What follows belongs to an exercise in optimizing a design on an open flow for small area, a short achievable clock period and few clock cycles per item; a production flow would make more cautious choices. The RTL was checked by simulation tests, not by an equivalence proof against the original design.

==> flow/design.v <==
module ltae_fpack (
    input  wire        sign,
    input  wire [10:0] exp,       
    input  wire [26:0] mant,
    input  wire        sticky,
    output wire [31:0] res
);
    wire        exp_neg  = exp[10] | (exp == 11'd0);
    wire [10:0] rsh      = 11'd1 - exp;            
    reg  [26:0] shifted;
    reg         sticky_d;
    reg  [7:0]  ef;
    integer     i;
    always @* begin
        shifted  = mant;
        sticky_d = sticky;
        ef       = exp[7:0];
        if (exp_neg) begin
            ef = 8'd0;
            if (rsh > 11'd27) begin
                shifted  = 27'd0;
                sticky_d = sticky | (|mant);
            end else begin
                for (i = 0; i < 27; i = i + 1)
                    if (i < rsh) sticky_d = sticky_d | mant[i];
                shifted = mant >> rsh[4:0];
            end
        end
    end
    wire        guard  = shifted[2];
    wire        rest   = shifted[1] | shifted[0] | sticky_d;
    wire        lsb    = shifted[3];
    wire        rnd_up = guard & (rest | lsb);
    wire [30:0] base   = {ef, shifted[25:3]};
    wire [30:0] rounded = base + {30'd0, rnd_up};
    wire        ovf    = ~exp_neg & (exp >= 11'd255);
    assign res = ovf ? {sign, 8'hFF, 23'd0} : {sign, rounded};
endmodule
module ltae_fmul (
    input  wire [31:0] a,
    input  wire [31:0] b,
    output reg  [31:0] y
);
    wire        sa = a[31], sb = b[31];
    wire [7:0]  ea = a[30:23], eb = b[30:23];
    wire [22:0] fa = a[22:0],  fb = b[22:0];
    wire a_nan  = (ea == 8'hFF) & (fa != 0);
    wire b_nan  = (eb == 8'hFF) & (fb != 0);
    wire a_inf  = (ea == 8'hFF) & (fa == 0);
    wire b_inf  = (eb == 8'hFF) & (fb == 0);
    wire a_zero = (ea == 8'd0) & (fa == 0);
    wire b_zero = (eb == 8'd0) & (fb == 0);
    wire sign   = sa ^ sb;
    wire [23:0] ma_raw = {ea != 8'd0, fa};
    wire [23:0] mb_raw = {eb != 8'd0, fb};
    reg  [4:0]  lza, lzb;
    integer     i;
    always @* begin
        lza = 5'd0;
        for (i = 0; i < 24; i = i + 1)
            if (ma_raw[i]) lza = 5'd23 - i[4:0];
        lzb = 5'd0;
        for (i = 0; i < 24; i = i + 1)
            if (mb_raw[i]) lzb = 5'd23 - i[4:0];
    end
    wire [23:0] ma = ma_raw << lza;
    wire [23:0] mb = mb_raw << lzb;
    wire [10:0] xa = {3'd0, (ea == 8'd0) ? 8'd1 : ea} - {6'd0, lza};
    wire [10:0] xb = {3'd0, (eb == 8'd0) ? 8'd1 : eb} - {6'd0, lzb};
    wire [47:0] prod = ma * mb;
    wire [10:0] pexp = xa + xb - 11'd127 + {10'd0, prod[47]};
    wire [26:0] pmant = prod[47] ? prod[47:21] : prod[46:20];
    wire        pstk  = prod[47] ? (|prod[20:0]) : (|prod[19:0]);
    wire [31:0] pk_res;
    ltae_fpack u_pack (.sign(sign), .exp(pexp), .mant(pmant), .sticky(pstk), .res(pk_res));
    always @* begin
        if (a_nan | b_nan | (a_inf & b_zero) | (b_inf & a_zero))
            y = 32'h7FC00000;
        else if (a_inf | b_inf)
            y = {sign, 8'hFF, 23'd0};
        else if (a_zero | b_zero)
            y = {sign, 31'd0};
        else
            y = pk_res;
    end
endmodule
module ltae_fadd (
    input  wire [31:0] a,
    input  wire [31:0] b,
    output reg  [31:0] y
);
    wire a_nan = (a[30:23] == 8'hFF) & (a[22:0] != 0);
    wire b_nan = (b[30:23] == 8'hFF) & (b[22:0] != 0);
    wire a_inf = (a[30:23] == 8'hFF) & (a[22:0] == 0);
    wire b_inf = (b[30:23] == 8'hFF) & (b[22:0] == 0);
    wire        swap = b[30:0] > a[30:0];
    wire [31:0] x = swap ? b : a;
    wire [31:0] z = swap ? a : b;
    wire [7:0]  ex = (x[30:23] == 8'd0) ? 8'd1 : x[30:23];
    wire [7:0]  ez = (z[30:23] == 8'd0) ? 8'd1 : z[30:23];
    wire [26:0] mx = {x[30:23] != 8'd0, x[22:0], 3'b000};
    wire [26:0] mz0 = {z[30:23] != 8'd0, z[22:0], 3'b000};
    wire [7:0]  d  = ex - ez;
    wire        sub = x[31] ^ z[31];
    reg  [26:0] mz;
    reg         stk;
    integer     i;
    always @* begin
        if (d > 8'd26) begin
            mz  = 27'd0;
            stk = |mz0;
        end else begin
            stk = 1'b0;
            for (i = 0; i < 27; i = i + 1)
                if (i < d) stk = stk | mz0[i];
            mz = mz0 >> d[4:0];
        end
        mz[0] = mz[0] | stk;
    end
    wire [27:0] sum = sub ? ({1'b0, mx} - {1'b0, mz}) : ({1'b0, mx} + {1'b0, mz});
    reg  [4:0]  lz;
    always @* begin
        lz = 5'd0;
        for (i = 0; i < 27; i = i + 1)
            if (sum[i]) lz = 5'd26 - i[4:0];
    end
    wire [26:0] nmant = sum[27] ? {sum[27:2], sum[1] | sum[0]} : (sum[26:0] << lz);
    wire [10:0] nexp  = sum[27] ? ({3'd0, ex} + 11'd1) : ({3'd0, ex} - {6'd0, lz});
    wire [31:0] pk_res;
    ltae_fpack u_pack (.sign(x[31]), .exp(nexp), .mant(nmant), .sticky(1'b0), .res(pk_res));
    always @* begin
        if (a_nan | b_nan | (a_inf & b_inf & (a[31] != b[31])))
            y = 32'h7FC00000;
        else if (a_inf)
            y = a;
        else if (b_inf)
            y = b;
        else if (sum == 28'd0)
            y = {a[31] & b[31], 31'd0};
        else
            y = pk_res;
    end
endmodule
module ltae_fdiv (
    input  wire        clk,
    input  wire        rst,
    input  wire        start,
    input  wire [31:0] a,
    input  wire [31:0] b,
    output reg         done,
    output reg  [31:0] y
);
    localparam NBITS = 26;            
    reg         busy;
    reg  [4:0]  count;
    reg  [25:0] rem;                  
    reg  [23:0] dsr;                  
    reg  [25:0] quo;
    reg  [10:0] qexp;
    reg         qsign;
    reg         qzero;
    wire [23:0] ma_raw = {a[30:23] != 8'd0, a[22:0]};
    reg  [4:0]  lza;
    integer     i;
    always @* begin
        lza = 5'd0;
        for (i = 0; i < 24; i = i + 1)
            if (ma_raw[i]) lza = 5'd23 - i[4:0];
    end
    wire [23:0] ma = ma_raw << lza;
    wire [10:0] xa = {3'd0, (a[30:23] == 8'd0) ? 8'd1 : a[30:23]} - {6'd0, lza};
    wire [23:0] mb = {1'b1, b[22:0]};
    wire        a_lt_b = ma < mb;
    wire [25:0] diff = rem - {2'b00, dsr};
    wire        q_bit = ~diff[25];
    wire [31:0] pk_res;
    ltae_fpack u_pack (.sign(qsign), .exp(qexp), .mant({quo, 1'b0}),
                       .sticky(rem != 26'd0), .res(pk_res));
    always @(posedge clk) begin
        if (rst) begin
            busy <= 1'b0;
            done <= 1'b0;
        end else begin
            done <= 1'b0;
            if (start) begin
                busy  <= 1'b1;
                count <= 5'd0;
                dsr   <= mb;
                rem   <= a_lt_b ? {1'b0, ma, 1'b0} : {2'b00, ma};
                qexp  <= xa - {3'd0, b[30:23]} + 11'd127 - {10'd0, a_lt_b};
                qsign <= a[31] ^ b[31];
                qzero <= (a[30:0] == 31'd0);
                quo   <= 26'd0;
            end else if (busy) begin
                quo <= {quo[24:0], q_bit};
                rem <= q_bit ? {diff[24:0], 1'b0} : {rem[24:0], 1'b0};
                count <= count + 5'd1;
                if (count == NBITS - 1) begin
                    busy <= 1'b0;
                    done <= 1'b1;
                end
            end
        end
    end
    always @* begin
        if (qzero)
            y = {qsign, 31'd0};
        else
            y = pk_res;
    end
endmodule
module ltae_rom_sin (
    input  wire [7:0] idx,
    output reg  [31:0] val
);
    always @* begin
        case (idx)
        8'd0: val = 32'h00000000;
        8'd1: val = 32'h3CC90AB0;
        8'd2: val = 32'h3D48FB30;
        8'd3: val = 32'h3D96A905;
        8'd4: val = 32'h3DC8BD36;
        8'd5: val = 32'h3DFAB273;
        8'd6: val = 32'h3E164083;
        8'd7: val = 32'h3E2F10A2;
        8'd8: val = 32'h3E47C5C2;
        8'd9: val = 32'h3E605C13;
        8'd10: val = 32'h3E78CFCC;
        8'd11: val = 32'h3E888E93;
        8'd12: val = 32'h3E94A031;
        8'd13: val = 32'h3EA09AE5;
        8'd14: val = 32'h3EAC7CD4;
        8'd15: val = 32'h3EB8442A;
        8'd16: val = 32'h3EC3EF15;
        8'd17: val = 32'h3ECF7BCA;
        8'd18: val = 32'h3EDAE880;
        8'd19: val = 32'h3EE63375;
        8'd20: val = 32'h3EF15AEA;
        8'd21: val = 32'h3EFC5D27;
        8'd22: val = 32'h3F039C3D;
        8'd23: val = 32'h3F08F59B;
        8'd24: val = 32'h3F0E39DA;
        8'd25: val = 32'h3F13682A;
        8'd26: val = 32'h3F187FC0;
        8'd27: val = 32'h3F1D7FD1;
        8'd28: val = 32'h3F226799;
        8'd29: val = 32'h3F273656;
        8'd30: val = 32'h3F2BEB4A;
        8'd31: val = 32'h3F3085BB;
        8'd32: val = 32'h3F3504F3;
        8'd33: val = 32'h3F396842;
        8'd34: val = 32'h3F3DAEF9;
        8'd35: val = 32'h3F41D870;
        8'd36: val = 32'h3F45E403;
        8'd37: val = 32'h3F49D112;
        8'd38: val = 32'h3F4D9F02;
        8'd39: val = 32'h3F514D3D;
        8'd40: val = 32'h3F54DB31;
        8'd41: val = 32'h3F584853;
        8'd42: val = 32'h3F5B941A;
        8'd43: val = 32'h3F5EBE05;
        8'd44: val = 32'h3F61C598;
        8'd45: val = 32'h3F64AA59;
        8'd46: val = 32'h3F676BD8;
        8'd47: val = 32'h3F6A09A7;
        8'd48: val = 32'h3F6C835E;
        8'd49: val = 32'h3F6ED89E;
        8'd50: val = 32'h3F710908;
        8'd51: val = 32'h3F731447;
        8'd52: val = 32'h3F74FA0B;
        8'd53: val = 32'h3F76BA07;
        8'd54: val = 32'h3F7853F8;
        8'd55: val = 32'h3F79C79D;
        8'd56: val = 32'h3F7B14BE;
        8'd57: val = 32'h3F7C3B28;
        8'd58: val = 32'h3F7D3AAC;
        8'd59: val = 32'h3F7E1324;
        8'd60: val = 32'h3F7EC46D;
        8'd61: val = 32'h3F7F4E6D;
        8'd62: val = 32'h3F7FB10F;
        8'd63: val = 32'h3F7FEC43;
        8'd64: val = 32'h3F800000;
        8'd65: val = 32'h3F7FEC43;
        8'd66: val = 32'h3F7FB10F;
        8'd67: val = 32'h3F7F4E6D;
        8'd68: val = 32'h3F7EC46D;
        8'd69: val = 32'h3F7E1324;
        8'd70: val = 32'h3F7D3AAC;
        8'd71: val = 32'h3F7C3B28;
        8'd72: val = 32'h3F7B14BE;
        8'd73: val = 32'h3F79C79D;
        8'd74: val = 32'h3F7853F8;
        8'd75: val = 32'h3F76BA07;
        8'd76: val = 32'h3F74FA0B;
        8'd77: val = 32'h3F731447;
        8'd78: val = 32'h3F710908;
        8'd79: val = 32'h3F6ED89E;
        8'd80: val = 32'h3F6C835E;
        8'd81: val = 32'h3F6A09A7;
        8'd82: val = 32'h3F676BD8;
        8'd83: val = 32'h3F64AA59;
        8'd84: val = 32'h3F61C598;
        8'd85: val = 32'h3F5EBE05;
        8'd86: val = 32'h3F5B941A;
        8'd87: val = 32'h3F584853;
        8'd88: val = 32'h3F54DB31;
        8'd89: val = 32'h3F514D3D;
        8'd90: val = 32'h3F4D9F02;
        8'd91: val = 32'h3F49D112;
        8'd92: val = 32'h3F45E403;
        8'd93: val = 32'h3F41D870;
        8'd94: val = 32'h3F3DAEF9;
        8'd95: val = 32'h3F396842;
        8'd96: val = 32'h3F3504F3;
        8'd97: val = 32'h3F3085BB;
        8'd98: val = 32'h3F2BEB4A;
        8'd99: val = 32'h3F273656;
        8'd100: val = 32'h3F226799;
        8'd101: val = 32'h3F1D7FD1;
        8'd102: val = 32'h3F187FC0;
        8'd103: val = 32'h3F13682A;
        8'd104: val = 32'h3F0E39DA;
        8'd105: val = 32'h3F08F59B;
        8'd106: val = 32'h3F039C3D;
        8'd107: val = 32'h3EFC5D27;
        8'd108: val = 32'h3EF15AEA;
        8'd109: val = 32'h3EE63375;
        8'd110: val = 32'h3EDAE880;
        8'd111: val = 32'h3ECF7BCA;
        8'd112: val = 32'h3EC3EF15;
        8'd113: val = 32'h3EB8442A;
        8'd114: val = 32'h3EAC7CD4;
        8'd115: val = 32'h3EA09AE5;
        8'd116: val = 32'h3E94A031;
        8'd117: val = 32'h3E888E93;
        8'd118: val = 32'h3E78CFCC;
        8'd119: val = 32'h3E605C13;
        8'd120: val = 32'h3E47C5C2;
        8'd121: val = 32'h3E2F10A2;
        8'd122: val = 32'h3E164083;
        8'd123: val = 32'h3DFAB273;
        8'd124: val = 32'h3DC8BD36;
        8'd125: val = 32'h3D96A905;
        8'd126: val = 32'h3D48FB30;
        8'd127: val = 32'h3CC90AB0;
        8'd128: val = 32'h00000000;
        8'd129: val = 32'hBCC90AB0;
        8'd130: val = 32'hBD48FB30;
        8'd131: val = 32'hBD96A905;
        8'd132: val = 32'hBDC8BD36;
        8'd133: val = 32'hBDFAB273;
        8'd134: val = 32'hBE164083;
        8'd135: val = 32'hBE2F10A2;
        8'd136: val = 32'hBE47C5C2;
        8'd137: val = 32'hBE605C13;
        8'd138: val = 32'hBE78CFCC;
        8'd139: val = 32'hBE888E93;
        8'd140: val = 32'hBE94A031;
        8'd141: val = 32'hBEA09AE5;
        8'd142: val = 32'hBEAC7CD4;
        8'd143: val = 32'hBEB8442A;
        8'd144: val = 32'hBEC3EF15;
        8'd145: val = 32'hBECF7BCA;
        8'd146: val = 32'hBEDAE880;
        8'd147: val = 32'hBEE63375;
        8'd148: val = 32'hBEF15AEA;
        8'd149: val = 32'hBEFC5D27;
        8'd150: val = 32'hBF039C3D;
        8'd151: val = 32'hBF08F59B;
        8'd152: val = 32'hBF0E39DA;
        8'd153: val = 32'hBF13682A;
        8'd154: val = 32'hBF187FC0;
        8'd155: val = 32'hBF1D7FD1;
        8'd156: val = 32'hBF226799;
        8'd157: val = 32'hBF273656;
        8'd158: val = 32'hBF2BEB4A;
        8'd159: val = 32'hBF3085BB;
        8'd160: val = 32'hBF3504F3;
        8'd161: val = 32'hBF396842;
        8'd162: val = 32'hBF3DAEF9;
        8'd163: val = 32'hBF41D870;
        8'd164: val = 32'hBF45E403;
        8'd165: val = 32'hBF49D112;
        8'd166: val = 32'hBF4D9F02;
        8'd167: val = 32'hBF514D3D;
        8'd168: val = 32'hBF54DB31;
        8'd169: val = 32'hBF584853;
        8'd170: val = 32'hBF5B941A;
        8'd171: val = 32'hBF5EBE05;
        8'd172: val = 32'hBF61C598;
        8'd173: val = 32'hBF64AA59;
        8'd174: val = 32'hBF676BD8;
        8'd175: val = 32'hBF6A09A7;
        8'd176: val = 32'hBF6C835E;
        8'd177: val = 32'hBF6ED89E;
        8'd178: val = 32'hBF710908;
        8'd179: val = 32'hBF731447;
        8'd180: val = 32'hBF74FA0B;
        8'd181: val = 32'hBF76BA07;
        8'd182: val = 32'hBF7853F8;
        8'd183: val = 32'hBF79C79D;
        8'd184: val = 32'hBF7B14BE;
        8'd185: val = 32'hBF7C3B28;
        8'd186: val = 32'hBF7D3AAC;
        8'd187: val = 32'hBF7E1324;
        8'd188: val = 32'hBF7EC46D;
        8'd189: val = 32'hBF7F4E6D;
        8'd190: val = 32'hBF7FB10F;
        8'd191: val = 32'hBF7FEC43;
        8'd192: val = 32'hBF800000;
        8'd193: val = 32'hBF7FEC43;
        8'd194: val = 32'hBF7FB10F;
        8'd195: val = 32'hBF7F4E6D;
        8'd196: val = 32'hBF7EC46D;
        8'd197: val = 32'hBF7E1324;
        8'd198: val = 32'hBF7D3AAC;
        8'd199: val = 32'hBF7C3B28;
        8'd200: val = 32'hBF7B14BE;
        8'd201: val = 32'hBF79C79D;
        8'd202: val = 32'hBF7853F8;
        8'd203: val = 32'hBF76BA07;
        8'd204: val = 32'hBF74FA0B;
        8'd205: val = 32'hBF731447;
        8'd206: val = 32'hBF710908;
        8'd207: val = 32'hBF6ED89E;
        8'd208: val = 32'hBF6C835E;
        8'd209: val = 32'hBF6A09A7;
        8'd210: val = 32'hBF676BD8;
        8'd211: val = 32'hBF64AA59;
        8'd212: val = 32'hBF61C598;
        8'd213: val = 32'hBF5EBE05;
        8'd214: val = 32'hBF5B941A;
        8'd215: val = 32'hBF584853;
        8'd216: val = 32'hBF54DB31;
        8'd217: val = 32'hBF514D3D;
        8'd218: val = 32'hBF4D9F02;
        8'd219: val = 32'hBF49D112;
        8'd220: val = 32'hBF45E403;
        8'd221: val = 32'hBF41D870;
        8'd222: val = 32'hBF3DAEF9;
        8'd223: val = 32'hBF396842;
        8'd224: val = 32'hBF3504F3;
        8'd225: val = 32'hBF3085BB;
        8'd226: val = 32'hBF2BEB4A;
        8'd227: val = 32'hBF273656;
        8'd228: val = 32'hBF226799;
        8'd229: val = 32'hBF1D7FD1;
        8'd230: val = 32'hBF187FC0;
        8'd231: val = 32'hBF13682A;
        8'd232: val = 32'hBF0E39DA;
        8'd233: val = 32'hBF08F59B;
        8'd234: val = 32'hBF039C3D;
        8'd235: val = 32'hBEFC5D27;
        8'd236: val = 32'hBEF15AEA;
        8'd237: val = 32'hBEE63375;
        8'd238: val = 32'hBEDAE880;
        8'd239: val = 32'hBECF7BCA;
        8'd240: val = 32'hBEC3EF15;
        8'd241: val = 32'hBEB8442A;
        8'd242: val = 32'hBEAC7CD4;
        8'd243: val = 32'hBEA09AE5;
        8'd244: val = 32'hBE94A031;
        8'd245: val = 32'hBE888E93;
        8'd246: val = 32'hBE78CFCC;
        8'd247: val = 32'hBE605C13;
        8'd248: val = 32'hBE47C5C2;
        8'd249: val = 32'hBE2F10A2;
        8'd250: val = 32'hBE164083;
        8'd251: val = 32'hBDFAB273;
        8'd252: val = 32'hBDC8BD36;
        8'd253: val = 32'hBD96A905;
        8'd254: val = 32'hBD48FB30;
        8'd255: val = 32'hBCC90AB0;
        default: val = 32'h00000000;
        endcase
    end
endmodule
module ltae_rom_cos (
    input  wire [7:0] idx,
    output reg  [31:0] val
);
    always @* begin
        case (idx)
        8'd0: val = 32'h3F800000;
        8'd1: val = 32'h3F7FEC43;
        8'd2: val = 32'h3F7FB10F;
        8'd3: val = 32'h3F7F4E6D;
        8'd4: val = 32'h3F7EC46D;
        8'd5: val = 32'h3F7E1324;
        8'd6: val = 32'h3F7D3AAC;
        8'd7: val = 32'h3F7C3B28;
        8'd8: val = 32'h3F7B14BE;
        8'd9: val = 32'h3F79C79D;
        8'd10: val = 32'h3F7853F8;
        8'd11: val = 32'h3F76BA07;
        8'd12: val = 32'h3F74FA0B;
        8'd13: val = 32'h3F731447;
        8'd14: val = 32'h3F710908;
        8'd15: val = 32'h3F6ED89E;
        8'd16: val = 32'h3F6C835E;
        8'd17: val = 32'h3F6A09A7;
        8'd18: val = 32'h3F676BD8;
        8'd19: val = 32'h3F64AA59;
        8'd20: val = 32'h3F61C598;
        8'd21: val = 32'h3F5EBE05;
        8'd22: val = 32'h3F5B941A;
        8'd23: val = 32'h3F584853;
        8'd24: val = 32'h3F54DB31;
        8'd25: val = 32'h3F514D3D;
        8'd26: val = 32'h3F4D9F02;
        8'd27: val = 32'h3F49D112;
        8'd28: val = 32'h3F45E403;
        8'd29: val = 32'h3F41D870;
        8'd30: val = 32'h3F3DAEF9;
        8'd31: val = 32'h3F396842;
        8'd32: val = 32'h3F3504F3;
        8'd33: val = 32'h3F3085BB;
        8'd34: val = 32'h3F2BEB4A;
        8'd35: val = 32'h3F273656;
        8'd36: val = 32'h3F226799;
        8'd37: val = 32'h3F1D7FD1;
        8'd38: val = 32'h3F187FC0;
        8'd39: val = 32'h3F13682A;
        8'd40: val = 32'h3F0E39DA;
        8'd41: val = 32'h3F08F59B;
        8'd42: val = 32'h3F039C3D;
        8'd43: val = 32'h3EFC5D27;
        8'd44: val = 32'h3EF15AEA;
        8'd45: val = 32'h3EE63375;
        8'd46: val = 32'h3EDAE880;
        8'd47: val = 32'h3ECF7BCA;
        8'd48: val = 32'h3EC3EF15;
        8'd49: val = 32'h3EB8442A;
        8'd50: val = 32'h3EAC7CD4;
        8'd51: val = 32'h3EA09AE5;
        8'd52: val = 32'h3E94A031;
        8'd53: val = 32'h3E888E93;
        8'd54: val = 32'h3E78CFCC;
        8'd55: val = 32'h3E605C13;
        8'd56: val = 32'h3E47C5C2;
        8'd57: val = 32'h3E2F10A2;
        8'd58: val = 32'h3E164083;
        8'd59: val = 32'h3DFAB273;
        8'd60: val = 32'h3DC8BD36;
        8'd61: val = 32'h3D96A905;
        8'd62: val = 32'h3D48FB30;
        8'd63: val = 32'h3CC90AB0;
        8'd64: val = 32'h00000000;
        8'd65: val = 32'hBCC90AB0;
        8'd66: val = 32'hBD48FB30;
        8'd67: val = 32'hBD96A905;
        8'd68: val = 32'hBDC8BD36;
        8'd69: val = 32'hBDFAB273;
        8'd70: val = 32'hBE164083;
        8'd71: val = 32'hBE2F10A2;
        8'd72: val = 32'hBE47C5C2;
        8'd73: val = 32'hBE605C13;
        8'd74: val = 32'hBE78CFCC;
        8'd75: val = 32'hBE888E93;
        8'd76: val = 32'hBE94A031;
        8'd77: val = 32'hBEA09AE5;
        8'd78: val = 32'hBEAC7CD4;
        8'd79: val = 32'hBEB8442A;
        8'd80: val = 32'hBEC3EF15;
        8'd81: val = 32'hBECF7BCA;
        8'd82: val = 32'hBEDAE880;
        8'd83: val = 32'hBEE63375;
        8'd84: val = 32'hBEF15AEA;
        8'd85: val = 32'hBEFC5D27;
        8'd86: val = 32'hBF039C3D;
        8'd87: val = 32'hBF08F59B;
        8'd88: val = 32'hBF0E39DA;
        8'd89: val = 32'hBF13682A;
        8'd90: val = 32'hBF187FC0;
        8'd91: val = 32'hBF1D7FD1;
        8'd92: val = 32'hBF226799;
        8'd93: val = 32'hBF273656;
        8'd94: val = 32'hBF2BEB4A;
        8'd95: val = 32'hBF3085BB;
        8'd96: val = 32'hBF3504F3;
        8'd97: val = 32'hBF396842;
        8'd98: val = 32'hBF3DAEF9;
        8'd99: val = 32'hBF41D870;
        8'd100: val = 32'hBF45E403;
        8'd101: val = 32'hBF49D112;
        8'd102: val = 32'hBF4D9F02;
        8'd103: val = 32'hBF514D3D;
        8'd104: val = 32'hBF54DB31;
        8'd105: val = 32'hBF584853;
        8'd106: val = 32'hBF5B941A;
        8'd107: val = 32'hBF5EBE05;
        8'd108: val = 32'hBF61C598;
        8'd109: val = 32'hBF64AA59;
        8'd110: val = 32'hBF676BD8;
        8'd111: val = 32'hBF6A09A7;
        8'd112: val = 32'hBF6C835E;
        8'd113: val = 32'hBF6ED89E;
        8'd114: val = 32'hBF710908;
        8'd115: val = 32'hBF731447;
        8'd116: val = 32'hBF74FA0B;
        8'd117: val = 32'hBF76BA07;
        8'd118: val = 32'hBF7853F8;
        8'd119: val = 32'hBF79C79D;
        8'd120: val = 32'hBF7B14BE;
        8'd121: val = 32'hBF7C3B28;
        8'd122: val = 32'hBF7D3AAC;
        8'd123: val = 32'hBF7E1324;
        8'd124: val = 32'hBF7EC46D;
        8'd125: val = 32'hBF7F4E6D;
        8'd126: val = 32'hBF7FB10F;
        8'd127: val = 32'hBF7FEC43;
        8'd128: val = 32'hBF800000;
        8'd129: val = 32'hBF7FEC43;
        8'd130: val = 32'hBF7FB10F;
        8'd131: val = 32'hBF7F4E6D;
        8'd132: val = 32'hBF7EC46D;
        8'd133: val = 32'hBF7E1324;
        8'd134: val = 32'hBF7D3AAC;
        8'd135: val = 32'hBF7C3B28;
        8'd136: val = 32'hBF7B14BE;
        8'd137: val = 32'hBF79C79D;
        8'd138: val = 32'hBF7853F8;
        8'd139: val = 32'hBF76BA07;
        8'd140: val = 32'hBF74FA0B;
        8'd141: val = 32'hBF731447;
        8'd142: val = 32'hBF710908;
        8'd143: val = 32'hBF6ED89E;
        8'd144: val = 32'hBF6C835E;
        8'd145: val = 32'hBF6A09A7;
        8'd146: val = 32'hBF676BD8;
        8'd147: val = 32'hBF64AA59;
        8'd148: val = 32'hBF61C598;
        8'd149: val = 32'hBF5EBE05;
        8'd150: val = 32'hBF5B941A;
        8'd151: val = 32'hBF584853;
        8'd152: val = 32'hBF54DB31;
        8'd153: val = 32'hBF514D3D;
        8'd154: val = 32'hBF4D9F02;
        8'd155: val = 32'hBF49D112;
        8'd156: val = 32'hBF45E403;
        8'd157: val = 32'hBF41D870;
        8'd158: val = 32'hBF3DAEF9;
        8'd159: val = 32'hBF396842;
        8'd160: val = 32'hBF3504F3;
        8'd161: val = 32'hBF3085BB;
        8'd162: val = 32'hBF2BEB4A;
        8'd163: val = 32'hBF273656;
        8'd164: val = 32'hBF226799;
        8'd165: val = 32'hBF1D7FD1;
        8'd166: val = 32'hBF187FC0;
        8'd167: val = 32'hBF13682A;
        8'd168: val = 32'hBF0E39DA;
        8'd169: val = 32'hBF08F59B;
        8'd170: val = 32'hBF039C3D;
        8'd171: val = 32'hBEFC5D27;
        8'd172: val = 32'hBEF15AEA;
        8'd173: val = 32'hBEE63375;
        8'd174: val = 32'hBEDAE880;
        8'd175: val = 32'hBECF7BCA;
        8'd176: val = 32'hBEC3EF15;
        8'd177: val = 32'hBEB8442A;
        8'd178: val = 32'hBEAC7CD4;
        8'd179: val = 32'hBEA09AE5;
        8'd180: val = 32'hBE94A031;
        8'd181: val = 32'hBE888E93;
        8'd182: val = 32'hBE78CFCC;
        8'd183: val = 32'hBE605C13;
        8'd184: val = 32'hBE47C5C2;
        8'd185: val = 32'hBE2F10A2;
        8'd186: val = 32'hBE164083;
        8'd187: val = 32'hBDFAB273;
        8'd188: val = 32'hBDC8BD36;
        8'd189: val = 32'hBD96A905;
        8'd190: val = 32'hBD48FB30;
        8'd191: val = 32'hBCC90AB0;
        8'd192: val = 32'h00000000;
        8'd193: val = 32'h3CC90AB0;
        8'd194: val = 32'h3D48FB30;
        8'd195: val = 32'h3D96A905;
        8'd196: val = 32'h3DC8BD36;
        8'd197: val = 32'h3DFAB273;
        8'd198: val = 32'h3E164083;
        8'd199: val = 32'h3E2F10A2;
        8'd200: val = 32'h3E47C5C2;
        8'd201: val = 32'h3E605C13;
        8'd202: val = 32'h3E78CFCC;
        8'd203: val = 32'h3E888E93;
        8'd204: val = 32'h3E94A031;
        8'd205: val = 32'h3EA09AE5;
        8'd206: val = 32'h3EAC7CD4;
        8'd207: val = 32'h3EB8442A;
        8'd208: val = 32'h3EC3EF15;
        8'd209: val = 32'h3ECF7BCA;
        8'd210: val = 32'h3EDAE880;
        8'd211: val = 32'h3EE63375;
        8'd212: val = 32'h3EF15AEA;
        8'd213: val = 32'h3EFC5D27;
        8'd214: val = 32'h3F039C3D;
        8'd215: val = 32'h3F08F59B;
        8'd216: val = 32'h3F0E39DA;
        8'd217: val = 32'h3F13682A;
        8'd218: val = 32'h3F187FC0;
        8'd219: val = 32'h3F1D7FD1;
        8'd220: val = 32'h3F226799;
        8'd221: val = 32'h3F273656;
        8'd222: val = 32'h3F2BEB4A;
        8'd223: val = 32'h3F3085BB;
        8'd224: val = 32'h3F3504F3;
        8'd225: val = 32'h3F396842;
        8'd226: val = 32'h3F3DAEF9;
        8'd227: val = 32'h3F41D870;
        8'd228: val = 32'h3F45E403;
        8'd229: val = 32'h3F49D112;
        8'd230: val = 32'h3F4D9F02;
        8'd231: val = 32'h3F514D3D;
        8'd232: val = 32'h3F54DB31;
        8'd233: val = 32'h3F584853;
        8'd234: val = 32'h3F5B941A;
        8'd235: val = 32'h3F5EBE05;
        8'd236: val = 32'h3F61C598;
        8'd237: val = 32'h3F64AA59;
        8'd238: val = 32'h3F676BD8;
        8'd239: val = 32'h3F6A09A7;
        8'd240: val = 32'h3F6C835E;
        8'd241: val = 32'h3F6ED89E;
        8'd242: val = 32'h3F710908;
        8'd243: val = 32'h3F731447;
        8'd244: val = 32'h3F74FA0B;
        8'd245: val = 32'h3F76BA07;
        8'd246: val = 32'h3F7853F8;
        8'd247: val = 32'h3F79C79D;
        8'd248: val = 32'h3F7B14BE;
        8'd249: val = 32'h3F7C3B28;
        8'd250: val = 32'h3F7D3AAC;
        8'd251: val = 32'h3F7E1324;
        8'd252: val = 32'h3F7EC46D;
        8'd253: val = 32'h3F7F4E6D;
        8'd254: val = 32'h3F7FB10F;
        8'd255: val = 32'h3F7FEC43;
        default: val = 32'h00000000;
        endcase
    end
endmodule
module ltae_rom_sqrt (
    input  wire [6:0] idx,
    output reg  [31:0] val
);
    always @* begin
        case (idx)
        7'd0: val = 32'h00000000;
        7'd1: val = 32'h3F800000;
        7'd2: val = 32'h3FB504F3;
        7'd3: val = 32'h3FDDB3D7;
        7'd4: val = 32'h40000000;
        7'd5: val = 32'h400F1BBD;
        7'd6: val = 32'h401CC471;
        7'd7: val = 32'h402953FD;
        7'd8: val = 32'h403504F3;
        7'd9: val = 32'h40400000;
        7'd10: val = 32'h404A62C2;
        7'd11: val = 32'h40544395;
        7'd12: val = 32'h405DB3D7;
        7'd13: val = 32'h4066C15A;
        7'd14: val = 32'h406F7751;
        7'd15: val = 32'h4077DEF6;
        7'd16: val = 32'h40800000;
        7'd17: val = 32'h4083F07B;
        7'd18: val = 32'h4087C3B6;
        7'd19: val = 32'h408B7C1A;
        7'd20: val = 32'h408F1BBD;
        7'd21: val = 32'h4092A476;
        7'd22: val = 32'h409617E3;
        7'd23: val = 32'h40997774;
        7'd24: val = 32'h409CC471;
        7'd25: val = 32'h40A00000;
        7'd26: val = 32'h40A32B2B;
        7'd27: val = 32'h40A646E1;
        7'd28: val = 32'h40A953FD;
        7'd29: val = 32'h40AC5345;
        7'd30: val = 32'h40AF456F;
        7'd31: val = 32'h40B22B20;
        7'd32: val = 32'h40B504F3;
        7'd33: val = 32'h40B7D375;
        7'd34: val = 32'h40BA9728;
        7'd35: val = 32'h40BD5087;
        7'd36: val = 32'h40C00000;
        7'd37: val = 32'h40C2A5FE;
        7'd38: val = 32'h40C542E1;
        7'd39: val = 32'h40C7D706;
        7'd40: val = 32'h40CA62C2;
        7'd41: val = 32'h40CCE665;
        7'd42: val = 32'h40CF623A;
        7'd43: val = 32'h40D1D689;
        7'd44: val = 32'h40D44395;
        7'd45: val = 32'h40D6A99B;
        7'd46: val = 32'h40D908D9;
        7'd47: val = 32'h40DB6186;
        7'd48: val = 32'h40DDB3D7;
        7'd49: val = 32'h40E00000;
        7'd50: val = 32'h40E24630;
        7'd51: val = 32'h40E48695;
        7'd52: val = 32'h40E6C15A;
        7'd53: val = 32'h40E8F6A9;
        7'd54: val = 32'h40EB26A9;
        7'd55: val = 32'h40ED517F;
        7'd56: val = 32'h40EF7751;
        7'd57: val = 32'h40F1983E;
        7'd58: val = 32'h40F3B46A;
        7'd59: val = 32'h40F5CBF2;
        7'd60: val = 32'h40F7DEF6;
        7'd61: val = 32'h40F9ED91;
        7'd62: val = 32'h40FBF7DF;
        7'd63: val = 32'h40FDFDFC;
        7'd64: val = 32'h41000000;
        7'd65: val = 32'h4100FF02;
        7'd66: val = 32'h4101FC10;
        7'd67: val = 32'h4102F734;
        7'd68: val = 32'h4103F07B;
        7'd69: val = 32'h4104E7EE;
        7'd70: val = 32'h4105DD98;
        7'd71: val = 32'h4106D182;
        7'd72: val = 32'h4107C3B6;
        7'd73: val = 32'h4108B43D;
        7'd74: val = 32'h4109A320;
        7'd75: val = 32'h410A9067;
        7'd76: val = 32'h410B7C1A;
        7'd77: val = 32'h410C6641;
        7'd78: val = 32'h410D4EE4;
        7'd79: val = 32'h410E360B;
        7'd80: val = 32'h410F1BBD;
        7'd81: val = 32'h41100000;
        7'd82: val = 32'h4110E2DC;
        7'd83: val = 32'h4111C456;
        7'd84: val = 32'h4112A476;
        7'd85: val = 32'h41138341;
        7'd86: val = 32'h411460BE;
        7'd87: val = 32'h41153CF2;
        7'd88: val = 32'h411617E3;
        7'd89: val = 32'h4116F196;
        7'd90: val = 32'h4117CA11;
        7'd91: val = 32'h4118A15A;
        7'd92: val = 32'h41197774;
        7'd93: val = 32'h411A4C65;
        7'd94: val = 32'h411B2032;
        7'd95: val = 32'h411BF2DF;
        7'd96: val = 32'h411CC471;
        7'd97: val = 32'h411D94EC;
        7'd98: val = 32'h411E6455;
        7'd99: val = 32'h411F32AF;
        default: val = 32'h00000000;
        endcase
    end
endmodule
module ltae_lut (
    input  wire        clk,
    input  wire        rst,
    input  wire        start,
    input  wire [1:0]  op,        
    input  wire [31:0] arg0,
    input  wire [31:0] arg1,
    output wire        busy,
    output reg         done,
    output reg  [31:0] result,
    output reg         dom_err
);
    localparam OP_SIN = 2'd0, OP_COS = 2'd1, OP_SQRT = 2'd2, OP_HYPOT = 2'd3;
    localparam S_IDLE  = 4'd0,
               S_TDIV  = 4'd1,    
               S_TMUL  = 4'd2,    
               S_TMOD  = 4'd3,    
               S_TIDX  = 4'd4,    
               S_HSQA  = 4'd5,    
               S_HSQB  = 4'd6,    
               S_HADD  = 4'd7,    
               S_RCHK  = 4'd8,    
               S_RLOOP = 4'd9,    
               S_RDIV  = 4'd10,   
               S_RFIN  = 4'd11,   
               S_HANG  = 4'd12;   
    localparam [31:0] F_TWO_PI = 32'h40C90FDB,
                      F_256    = 32'h43800000,
                      F_100    = 32'h42C80000,
                      F_10     = 32'h41200000,
                      F_1      = 32'h3F800000;
    reg [3:0]  state;
    reg [1:0]  cmd;
    reg [31:0] ra, rb;      
    reg [31:0] t;           
    reg [31:0] p;           
    assign busy = (state != S_IDLE);
    reg  [31:0] mul_a, mul_b, add_a, add_b;
    wire [31:0] mul_y, add_y;
    ltae_fmul u_mul (.a(mul_a), .b(mul_b), .y(mul_y));
    ltae_fadd u_add (.a(add_a), .b(add_b), .y(add_y));
    reg         div_start;
    reg  [31:0] div_a, div_b;
    wire        div_done;
    wire [31:0] div_y;
    ltae_fdiv u_div (.clk(clk), .rst(rst), .start(div_start), .a(div_a), .b(div_b),
                     .done(div_done), .y(div_y));
    wire [7:0]  te = t[30:23];
    wire [23:0] tm = {te != 8'd0, t[22:0]};
    wire [45:0] tfix = {22'd0, tm} << (te - 8'd135);    
    wire [22:0] ffix = tfix[22:0];                      
    reg  [4:0]  fpos;
    integer     i;
    always @* begin
        fpos = 5'd0;
        for (i = 0; i < 23; i = i + 1)
            if (ffix[i]) fpos = i[4:0];
    end
    wire [22:0] fnorm = ffix << (5'd23 - fpos);
    reg  [31:0] m1;
    always @* begin
        if (te < 8'd135)
            m1 = t;
        else if (te >= 8'd158 || ffix == 23'd0)
            m1 = {t[31], 31'd0};
        else
            m1 = {t[31], {3'd0, fpos} + 8'd112, fnorm};
    end
    wire [23:0] t_int  = tm >> (8'd150 - te);
    wire [7:0]  trig_idx = (te < 8'd127) ? 8'd0 : t_int[7:0];
    wire [6:0]  root_idx = (te < 8'd127) ? 7'd0 : t_int[6:0];
    wire [31:0] sin_v, cos_v, sqrt_v;
    ltae_rom_sin  u_sin  (.idx(trig_idx), .val(sin_v));
    ltae_rom_cos  u_cos  (.idx(trig_idx), .val(cos_v));
    ltae_rom_sqrt u_sqrt (.idx(root_idx), .val(sqrt_v));
    wire t_nonfinite = (t[30:23] == 8'hFF);
    wire t_nan       = t_nonfinite & (t[22:0] != 23'd0);
    wire t_neg       = t[31] & (t[30:0] != 31'd0);
    wire t_ge_100    = (t[30:0] >= F_100[30:0]);         
    always @* begin
        mul_a = t;  mul_b = F_256;
        add_a = t;  add_b = F_256;
        div_start = 1'b0;
        div_a = arg0;  div_b = F_TWO_PI;
        case (state)
            S_IDLE:  begin div_start = start & (op[1] == 1'b0) & (arg0[30:23] != 8'hFF); end
            S_TMUL:  begin mul_a = t;  mul_b = F_256; end
            S_TMOD:  begin add_a = m1; add_b = F_256; end
            S_HSQA:  begin mul_a = ra; mul_b = ra; end
            S_HSQB:  begin mul_a = rb; mul_b = rb; end
            S_HADD:  begin add_a = t;  add_b = p; end
            S_RLOOP: begin div_start = t_ge_100; div_a = t; div_b = F_100;
                           mul_a = p; mul_b = F_10; end
            S_RFIN:  begin mul_a = sqrt_v; mul_b = p; end
            default: ;
        endcase
    end
    always @(posedge clk) begin
        if (rst) begin
            state   <= S_IDLE;
            done    <= 1'b0;
            dom_err <= 1'b0;
            result  <= 32'd0;
        end else begin
            done <= 1'b0;
            case (state)
                S_IDLE: if (start) begin
                    cmd <= op;
                    ra  <= arg0;
                    rb  <= arg1;
                    t   <= arg0;
                    case (op)
                        OP_SIN, OP_COS:
                            if (arg0[30:23] == 8'hFF) begin    
                                done    <= 1'b1;
                                dom_err <= 1'b1;
                                result  <= 32'd0;
                            end else
                                state <= S_TDIV;
                        OP_SQRT:  state <= S_RCHK;
                        default:  state <= S_HSQA;
                    endcase
                end
                S_TDIV: if (div_done) begin
                    t     <= div_y;
                    state <= S_TMUL;
                end
                S_TMUL: begin
                    t     <= mul_y;
                    state <= S_TMOD;
                end
                S_TMOD: begin
                    if (t_nonfinite) begin                 
                        done    <= 1'b1;
                        dom_err <= 1'b1;
                        result  <= 32'd0;
                        state   <= S_IDLE;
                    end else begin
                        t     <= add_y;
                        state <= S_TIDX;
                    end
                end
                S_TIDX: begin
                    done    <= 1'b1;
                    dom_err <= 1'b0;
                    result  <= (cmd == OP_SIN) ? sin_v : cos_v;
                    state   <= S_IDLE;
                end
                S_HSQA: begin
                    t     <= mul_y;
                    state <= S_HSQB;
                end
                S_HSQB: begin
                    p     <= mul_y;                        
                    state <= S_HADD;
                end
                S_HADD: begin
                    t     <= add_y;
                    state <= S_RCHK;
                end
                S_RCHK: begin
                    p <= F_1;
                    if (t_nan | t_neg) begin
                        done    <= 1'b1;
                        dom_err <= 1'b1;
                        result  <= 32'd0;
                        state   <= S_IDLE;
                    end else if (t_nonfinite)
                        state <= S_HANG;
                    else
                        state <= S_RLOOP;
                end
                S_RLOOP: begin
                    if (t_ge_100) begin
                        p     <= mul_y;
                        state <= S_RDIV;
                    end else
                        state <= S_RFIN;
                end
                S_RDIV: if (div_done) begin
                    t     <= div_y;
                    state <= S_RLOOP;
                end
                S_RFIN: begin
                    done    <= 1'b1;
                    dom_err <= 1'b0;
                    result  <= mul_y;
                    state   <= S_IDLE;
                end
                S_HANG: ;
                default: state <= S_IDLE;
            endcase
        end
    end
endmodule
==> flow/run.sh <==
#!/bin/bash
# synth_recipe.tcl (not shown) runs the flow's synth.tcl, then flattens the netlist and writes it again
# the make line also repeats each setting of config.mk as NAME=value (left out here)
make -C /OpenROAD-flow-scripts/flow DESIGN_CONFIG=/design/flow/config.mk WORK_HOME=/design/flow/orfs CLKGATE_MAP_FILE= SYNTH_SCRIPT=/design/flow/synth_recipe.tcl finish
==> flow/config.mk <==
export PLATFORM = sky130hd
export DESIGN_NAME = ltae_lut
export DESIGN_NICKNAME = ltae_lut
export VERILOG_FILES = /design/flow/design.v
export SDC_FILE = /design/flow/constraint.sdc
export NUM_CORES = 4
export LEC_CHECK = 0
export CAP_MARGIN = 40
export CORE_MARGIN = 2
export CORE_UTILIZATION = 35
export SLEW_MARGIN = 40
export SYNTH_MEMORY_MAX_BITS = 65536
==> flow/constraint.sdc <==
create_clock -name core_clock -period 24.0 [get_ports {clk}]
set_input_delay 4.8000 -clock core_clock [delete_from_list [all_inputs] [get_ports {clk}]]
set_output_delay 4.8000 -clock core_clock [all_outputs]
set_load 0.01 [all_outputs]
==> results.sh <==
export IMPL_rrSetupSlack_ns=1.07
export IMPL_gp_congestion=1.061
export IMPL_rsz0062_at_grt="no"
export IMPL_synthCells=9412
export IMPL_fin_crit_ns=22.93
export IMPL_synth_ff_type="edfxtp_1"
export IMPL_worst_pin_slew_ns=0.9900
export IMPL_grt_overflow=0
export IMPL_yosysMostFrequentCell="nand2_1"
export IMPL_yosys_area_top_type="fa_1"
export IMPL_worstSetupEndpoint="t[24]"
export IMPL_maxSlewViolCount=0
export IMPL_r2r_end="t[24]"
export IMPL_io_buffers=102
export IMPL_cp_slowest_cell="a211oi_1"
export IMPL_cts_reportedPaths_clkPinSlew_ns=0.06
export IMPL_vias=79140
export IMPL_first_pass_iters=12
export IMPL_cts_buffers=30
export IMPL_arrival_ns=23.25
export IMPL_crit_required_ns=24.32
export IMPL_grt_pass1_vias=75610
export IMPL_drive_gt1_share_pct=11.93
export IMPL_die_x_um=447.4
export IMPL_grt_max_degree=85
export IMPL_synthArstFlopShare_pct=0
export IMPL_dieHeight_um=447.4
export IMPL_dp_cells=12150
export IMPL_fmax_ghz=0.04360
export IMPL_yosys_area_top_type_share_pct=14.26
export IMPL_worst_slew_margin_rel_pct=33.16
export IMPL_maxCapViolations=0
export IMPL_boundaryPins=104
export IMPL_fin_crit_sh_pct=95.56
export IMPL_cts_root_buffer_cell="clkbuf_16"
export IMPL_ys_ff_latch=239
export IMPL_finalClockSkew_ns=0.02169
export IMPL_start_kind="flop"
export IMPL_wl_um=377900
export IMPL_drtAntennaViolNets=0
export IMPL_grt_pass1_wl_um=541700
export IMPL_grt_usage_pct=36.48
export IMPL_setup_viol=0
export IMPL_tritoncts="done"
export IMPL_cts_sinks=239
export IMPL_antenna_found_initial=47
export IMPL_cts_hold_fix_buffers=0
export IMPL_syn_area_per_cell_um2=7.310
export IMPL_synth_distinct_cells=146
export IMPL_cts_htree_levels=1
export IMPL_syn2layout_area_growth_pct=12.39
export IMPL_reg2reg_from="t[25]"
export IMPL_yosysSeqAreaShare_pct=9.849
export IMPL_drc=0
export IMPL_worstSetupEndpointType="flop"
export IMPL_finalSetupTns_ns=0
export IMPL_rows=162
export IMPL_register_area_mm2=0.006778
export IMPL_hold_path_class="reg -> reg"
export IMPL_critPathMaxStageDelay_ns=0.73
export IMPL_drtIter0Drc=10950
export IMPL_clk_latency_ns=0.60
export IMPL_initial_utilization_pct=35.25
export IMPL_fill_cells=20630
export IMPL_core_area_mm2=0.1952
export IMPL_synth_area_mm2=0.06881
export IMPL_fin_cells=12270
export IMPL_worstRegToRegCells=93
export IMPL_worstSetupPathType="reg -> reg"
export IMPL_synthTopCellsByArea="fa_1 (14%), edfxtp_1 (8.7%), nand2_1 (7.3%), ha_1 (6.7%), nor2_1 (5.0%)"
export IMPL_status="complete, no violations"
export IMPL_multi_input_area_mm2=0.05722
export IMPL_final_hold_viol_count=0
export IMPL_wl_per_cell_um=30.81
export IMPL_dp_hpwl_um=299700
export IMPL_synthTopCellsByCount="nand2_1 (1337), nor2_1 (915), inv_1 (714)"
export IMPL_syn_num_nets=10340
export IMPL_nets=10520
export IMPL_via_per_inst=6.452
export IMPL_die_area_mm2=0.2002
export IMPL_cp_max_fo=16
export IMPL_timing_critical_path_mode_cell="buf_4"
export IMPL_worstSetupStartpoint="t[25]"
export IMPL_synth_edff_count=199
export IMPL_yosys_warnings=8
export IMPL_cts_path_max_buffers=3
cells by family (layout without fill, tap and decap cells):
| family | count (synthesis) | count (layout) | share of synthesized area, % |
|---|---|---|---|
| AOI/OAI and AO/OA | 2727 | 2727 | 27.37 |
| adders and majority gates | 862 | 862 | 21.02 |
| DFF | 239 | 239 | 9.849 |
| xor gates and xnor gates | 216 | 216 | 2.782 |
| and+or+nand+nor | 3608 | 3608 | 24.34 |
| buffers and inverters | 1369 | 1566 | 8.019 |
| other | 1 | 34 | 0.005450 |
| muxes | 390 | 390 | 6.617 |
what timing repair did:
item / CTS / global route
hold endpoints to repair: 0 / 0
buffers inserted: 0 / 13
setup endpoints to repair: 0 / 79
gates resized for setup: 0 / 27
state kept, by name, summed over array words and instances (netlist names), 11 cells and up:
register    flops
p              32
ra             31
rb             31
result         32
t              32
u_div.qexp     11
u_div.quo      26
u_div.rem      26
critical path: cells and delay by family, from the launching register on:
family,cells,cell delay [ns]
AO/OA/AOI/OAI,40,10.02
XOR/XNOR,2,0.60
adder cells (fa/ha/maj),12,4.08
buffers and inverters,17,2.72
flip-flops,1,0.62
multiplexers,2,0.65
AND/OR/NAND/NOR,20,3.90
layout by cell type, fill, tap and decap left out, types with 251 or more instances in the layout:
| master | Yosys | final |
|---|---|---|
| a21oi_1 | 629 | 618 |
| inv_1 | 714 | 714 |
| o21ai_0 | 491 | 480 |
| buf_4 | 47 | 635 |
| ha_1 | 371 | 370 |
| nand3_1 | 253 | 251 |
| fa_1 | 490 | 490 |
| nor2_1 | 915 | 896 |
| nand2_1 | 1337 | 1331 |
| mux2i_1 | 266 | 262 |
layer usage:
layer	part of all wire [%]	global-route usage, %	vias to the layer above
li1	-	-	34470
met1	40	47.69	38770
met2	43	54.52	4848
met3	10	7.918	1044
met4	7.4	22.71	12
met5	0.058	0	-
worst min-delay path by stage:
stage                     startpoint    endpoint  slack (ns)  cells past startpoint
after floorplan           u_div.busy  u_div.done        0.49                      1
after global placement       dom_err     dom_err        0.47                      2
after detailed placement   result[1]   result[1]        0.49                      2
after CTS                    dom_err     dom_err        0.50                      2
after global routing         dom_err     dom_err        0.53                      2
final                        dom_err     dom_err        0.50                      2
metrics by stage:
step | setup slack [ns] | hold WS [ns] | utilization [%] | instance area, um2
floorplan | 0.5220 | 0.4910 | - | 68810
global placement | 0.7832 | 0.4688 | 38.80 | 75730
detailed placement | 0.7067 | 0.4851 | 38.91 | 75950
CTS | 0.5638 | 0.4969 | 39.42 | 76940
global route | 0.007086 | 0.5327 | 39.61 | 77320
finish | 1.066 | 0.4957 | 39.62 | 77330
area by class of cell:
| cell class | instances | area share (%) |
|---|---|---|
| diodes | 33 | 0.1068 |
| repair buffers | 773 | 8.027 |
| well taps | 2624 | 4.245 |
| clock inverters | 20 | 0.2475 |
| clock buffers | 36 | 1.037 |
| flip-flops and latches | 239 | 8.764 |
| multi-input cells | 7804 | 73.99 |
| inverters | 737 | 3.581 |
Testbench counts, summed over its fixed seeds: cycles 211,909, items 4,000.

## static timing again, ports no longer ideal
How much do the figures lean on ideal ports? The routed layout below was timed once more, with nothing changed but the port constraints.
Step 1 (the two cells are an assumption about what drives the block):
set clk [get_ports {clk}]
set_driving_cell -lib_cell sky130_fd_sc_hd__clkbuf_16 $clk
set_driving_cell -lib_cell sky130_fd_sc_hd__buf_2 [delete_from_list [all_inputs] $clk]
Step 2 times the ports against the registers' clock, not the clock port: input delays grow and output delays shrink by t, the midpoint of the rising clock arrivals with the driver on.
Slacks: no drivers / after step 1 / after step 2; pairs: no drivers / after step 1.
shift t [ns]: 0.639
setup slack, ns: 1.066 / 1.066 / 1.066
hold slack, ns: 0.496 / 0.496 / 0.496
slew at the worst register clock pin (ns): 0.07 / 0.07
worst slew at a driven data input, ns: 0.24
After both steps this run still meets setup and hold. The setup slack of this run moves by 0.000 ns with the drivers and by 0.000 ns with both steps.
